This is an optimization exercise on Yosys and OpenROAD, whose aim is small area, not a production implementation. In this exercise RTL edits were held to simulation tests only and were not proved equivalent to the original.

Q:
// mwf1_rx
module mwf1_rx (
    input  wire        clk,
    input  wire        rst,
    input  wire        rx_valid,
    input  wire [7:0]  rx_data,
    output wire        rx_ready,
    output wire        tx_valid,
    output wire [7:0]  tx_data,
    input  wire        tx_ready,
    output wire        pay_we,
    output wire [14:0] pay_addr,
    output wire [7:0]  pay_wdata,
    output wire        frm_valid,
    output wire [14:0] frm_len,
    input  wire        frm_ready,
    output wire [1:0]  st_phase,
    output wire [1:0]  st_rx_state
);
==> module mwf1_rx, before the edit <==
module mwf1_rx (
    input  wire        clk,
    input  wire        rst,
    input  wire        rx_valid,
    input  wire [7:0]  rx_data,
    output wire        rx_ready,
    output wire        tx_valid,
    output wire [7:0]  tx_data,
    input  wire        tx_ready,
    output wire        pay_we,
    output wire [14:0] pay_addr,
    output wire [7:0]  pay_wdata,
    output wire        frm_valid,
    output wire [14:0] frm_len,
    input  wire        frm_ready,
    output wire [1:0]  st_phase,
    output wire [1:0]  st_rx_state
);
    localparam [14:0] MAXLEN = 15'd26937;
    localparam [1:0] PH_RECEIVE  = 2'd1;
    localparam [1:0] PH_DISPATCH = 2'd2;
    localparam [1:0] PH_ACK      = 2'd3;
    localparam [1:0] S_SEEK = 2'd0;
    localparam [1:0] S_LEN  = 2'd1;
    localparam [1:0] S_PAY  = 2'd2;
    localparam [1:0] S_CRC  = 2'd3;
    localparam [2:0] A_ERL0 = 3'd0, A_ERL1 = 3'd1, A_ERL2 = 3'd2;
    localparam [2:0] A_ERC0 = 3'd4, A_ERC1 = 3'd5, A_ERC2 = 3'd6;
    localparam [2:0] A_OK0  = 3'd3, A_OK1  = 3'd7;
    reg [1:0]  phase;
    reg [1:0]  rx_state;
    reg        win_ne;       
    reg [1:0]  mm;           
    reg [14:0] len_r;
    reg        len_ovf;      
    reg [14:0] pay_cnt;
    reg [31:0] crc;
    reg [15:0] tmr;
    reg        tmr_ge;       
    reg [2:0]  ack;
    wire recv   = (phase == PH_RECEIVE);
    wire rx_fire = rx_valid && recv;
    wire st_seek = (rx_state == S_SEEK);
    wire st_len  = (rx_state == S_LEN);
    wire st_pay  = (rx_state == S_PAY);
    wire st_crc  = (rx_state == S_CRC);
    wire [31:0] crc_next;
    mwf1_crc32 u_crc (.s(crc), .b(rx_data), .o(crc_next));
    wire crc_ok = (crc_next == 32'hDEBB20E3);
    wire [14:0] cnt_inc  = pay_cnt + {14'd0, rx_fire};
    wire        fld_last = (pay_cnt[1:0] == 2'd3);
    wire        pay_last = (cnt_inc == len_r);
    wire        len_ok   = !len_ovf && (rx_data == 8'd0) &&
                           (len_r >= 15'd9) && (len_r <= MAXLEN);
    wire b_m0 = (rx_data == 8'h4D);
    wire b_m1 = (rx_data == 8'h57);
    wire b_m2 = (rx_data == 8'h46);
    wire b_m3 = (rx_data == 8'h31);
    wire magic_hit = (mm == 2'd3) && b_m3;
    reg tmr_hit;
    always @* begin
        case (rx_state)
            S_SEEK:  tmr_hit = ((tmr & 16'h0109) == 16'h0101);  
            S_PAY:   tmr_hit = ((tmr & 16'h7FBE) == 16'h6320);  
            default: tmr_hit = ((tmr & 16'h4040) == 16'h4040);  
        endcase
    end
    wire ge     = tmr_ge | tmr_hit;
    wire expire = recv && !rx_valid && ge && (!st_seek || win_ne);
    wire len_end = rx_fire && st_len && fld_last;
    wire pay_end = rx_fire && st_pay && pay_last;
    wire crc_end = rx_fire && st_crc && fld_last;
    wire tmr_clr = (rx_fire && (st_seek || fld_last && !st_pay || pay_end)) || expire;
    always @(posedge clk) begin
        if (tmr_clr) begin
            tmr    <= 16'd0;
            tmr_ge <= 1'b0;
        end else begin
            tmr    <= {tmr[14:0], ~(tmr[15] ^ tmr[12] ^ tmr[5] ^ tmr[3])};
            tmr_ge <= ge;
        end
        if (st_seek || len_end || pay_end)
            pay_cnt <= 15'd0;
        else
            pay_cnt <= cnt_inc;
        if (rx_fire && st_len) begin
            if (pay_cnt[1:0] == 2'd0) len_r[7:0] <= rx_data;
            if (pay_cnt[1:0] == 2'd1) begin
                len_r[14:8] <= rx_data[6:0];
                len_ovf     <= rx_data[7];
            end else begin
                len_ovf     <= len_ovf | (rx_data != 8'd0);
            end
        end
        if (!(st_pay || st_crc))
            crc <= 32'hFFFFFFFF;
        else if (rx_fire)
            crc <= crc_next;
        if (rst) begin
            phase    <= PH_RECEIVE;
            rx_state <= S_SEEK;
            win_ne   <= 1'b0;
            mm       <= 2'd0;
        end else begin
            if (!st_seek || expire) begin
                win_ne <= 1'b0;
                mm     <= 2'd0;
            end else if (rx_fire) begin
                win_ne <= !magic_hit;
                if (b_m0)                        mm <= 2'd1;
                else if (mm == 2'd1 && b_m1)     mm <= 2'd2;
                else if (mm == 2'd2 && b_m2)     mm <= 2'd3;
                else                             mm <= 2'd0;
            end
            case (phase)
                PH_RECEIVE: begin
                    if (rx_fire) begin
                        case (rx_state)
                            S_SEEK: if (magic_hit) rx_state <= S_LEN;
                            S_LEN: if (fld_last) begin
                                if (len_ok) begin
                                    rx_state <= S_PAY;
                                end else begin
                                    rx_state <= S_SEEK;
                                    phase    <= PH_ACK;
                                    ack      <= A_ERL0;
                                end
                            end
                            S_PAY: if (pay_last) rx_state <= S_CRC;
                            default: if (fld_last) begin
                                rx_state <= S_SEEK;
                                if (crc_ok) begin
                                    phase <= PH_DISPATCH;
                                end else begin
                                    phase <= PH_ACK;
                                    ack   <= A_ERC0;
                                end
                            end
                        endcase
                    end else if (expire) begin
                        rx_state <= S_SEEK;
                    end
                end
                PH_DISPATCH: begin
                    if (frm_ready) begin
                        phase <= PH_ACK;
                        ack   <= A_OK0;
                    end
                end
                default: begin
                    if (tx_ready) begin
                        case (ack)
                            A_ERL0: ack <= A_ERL1;
                            A_ERL1: ack <= A_ERL2;
                            A_ERC0: ack <= A_ERC1;
                            A_ERC1: ack <= A_ERC2;
                            A_OK0:  ack <= A_OK1;
                            default: phase <= PH_RECEIVE;
                        endcase
                    end
                end
            endcase
        end
    end
    reg [7:0] ack_byte;
    always @* begin
        case (ack)
            A_ERL0, A_ERC0: ack_byte = 8'h45;
            A_ERL1, A_ERC1: ack_byte = 8'h52;
            A_ERL2:         ack_byte = 8'h4C;
            A_ERC2:         ack_byte = 8'h43;
            A_OK0:          ack_byte = 8'h4F;
            default:        ack_byte = 8'h4B;
        endcase
    end
    assign rx_ready    = recv;
    assign tx_valid    = (phase == PH_ACK);
    assign tx_data     = ack_byte;
    assign pay_we      = rx_fire && st_pay;
    assign pay_addr    = pay_cnt;
    assign pay_wdata   = rx_data;
    assign frm_valid   = (phase == PH_DISPATCH);
    assign frm_len     = len_r;
    assign st_phase    = phase;
    assign st_rx_state = rx_state;
endmodule
Settings: LEC_CHECK=0, CAP_MARGIN=20, CORE_MARGIN=2, CORE_UTILIZATION=40, PLACE_DENSITY=0.6, SLEW_MARGIN=20; clock period 5.0 ns.
run.sh (not shown) runs the stock make flow with config.mk's settings and CLKGATE_MAP_FILE= SYNTH_SCRIPT=/design/flow/synth_recipe.tcl, a recipe that flattens the netlist after the stock synthesis.
[inputs] S vs Q
diff --git a/flow/design.v b/flow/design.v
--- a/flow/design.v
+++ b/flow/design.v
@@ -63,11 +63,11 @@
     wire st_pay  = (rx_state == S_PAY);
     wire st_crc  = (rx_state == S_CRC);
     wire [31:0] crc_next;
     mwf1_crc32 u_crc (.s(crc), .b(rx_data), .o(crc_next));
     wire crc_ok = (crc_next == 32'hDEBB20E3);
-    wire [14:0] cnt_inc  = pay_cnt + {14'd0, rx_fire};
+    wire [14:0] cnt_inc  = pay_cnt + 15'd1;
     wire        fld_last = (pay_cnt[1:0] == 2'd3);
     wire        pay_last = (cnt_inc == len_r);
     wire        len_ok   = !len_ovf && (rx_data == 8'd0) &&
                            (len_r >= 15'd9) && (len_r <= MAXLEN);
     wire b_m0 = (rx_data == 8'h4D);
@@ -76,13 +76,13 @@
     wire b_m3 = (rx_data == 8'h31);
     wire magic_hit = (mm == 2'd3) && b_m3;
     reg tmr_hit;
     always @* begin
         case (rx_state)
-            S_SEEK:  tmr_hit = ((tmr & 16'h0109) == 16'h0101);  
-            S_PAY:   tmr_hit = ((tmr & 16'h7FBE) == 16'h6320);  
-            default: tmr_hit = ((tmr & 16'h4040) == 16'h4040);  
+            S_SEEK:  tmr_hit = tmr[5] & tmr[4];                                
+            S_PAY:   tmr_hit = tmr[15] & tmr[12] & tmr[11] & tmr[10] & tmr[6];  
+            default: tmr_hit = tmr[5];                                         
         endcase
     end
     wire ge     = tmr_ge | tmr_hit;
     wire expire = recv && !rx_valid && ge && (!st_seek || win_ne);
     wire len_end = rx_fire && st_len && fld_last;
@@ -92,16 +92,16 @@
     always @(posedge clk) begin
         if (tmr_clr) begin
             tmr    <= 16'd0;
             tmr_ge <= 1'b0;
         end else begin
-            tmr    <= {tmr[14:0], ~(tmr[15] ^ tmr[12] ^ tmr[5] ^ tmr[3])};
+            tmr    <= tmr + 16'd1;
             tmr_ge <= ge;
         end
         if (st_seek || len_end || pay_end)
             pay_cnt <= 15'd0;
-        else
+        else if (rx_fire)
             pay_cnt <= cnt_inc;
         if (rx_fire && st_len) begin
             if (pay_cnt[1:0] == 2'd0) len_r[7:0] <= rx_data;
             if (pay_cnt[1:0] == 2'd1) begin
                 len_r[14:8] <= rx_data[6:0];
Against Q, S comes in about 7% lower on average size of a mapped cell. S vs Q, share of the clock period used by the worst path after layout went down by 4.0 points. S vs. Q: critical path depth shows a reduction of 4, fraction of area in registers dropped 1.3 points, met1 track demand over resource went up 0.21 points, clock buffer count in the final layout rose 4, total routed wirelength rose by about 8%.

what the ideal ports hide:
In the flow no input, the clock included, has a driving cell. The finished layouts below were timed again as built, in two steps.
Step 1 assumes that a clkbuf_16 drives the clock port and a buf_2 every other input.
Step 2 adds t to the input delays and takes it off the output delays; t is the mean of the earliest and latest rising clock arrival at the registers after step 1. Input paths then give back, and output paths get back, about the clock's delay inside the block.
a / b / c = no drivers / after step 1 / after step 2; a / b = the first two.
| run | t, ns | setup slack, ns | hold slack, ns |
|---|---|---|---|
| Q | 0.384 | 0.874 / 0.885 / 0.501 | 0.452 / 0.452 / 0.452 |
| S | 0.379 | 1.072 / 1.089 / 0.710 | 0.460 / 0.460 / 0.460 |
After both steps setup and hold are still met in every run listed. The setup slack of Q, which loses most, moves by +0.011 ns with the drivers and by -0.373 ns with both steps.
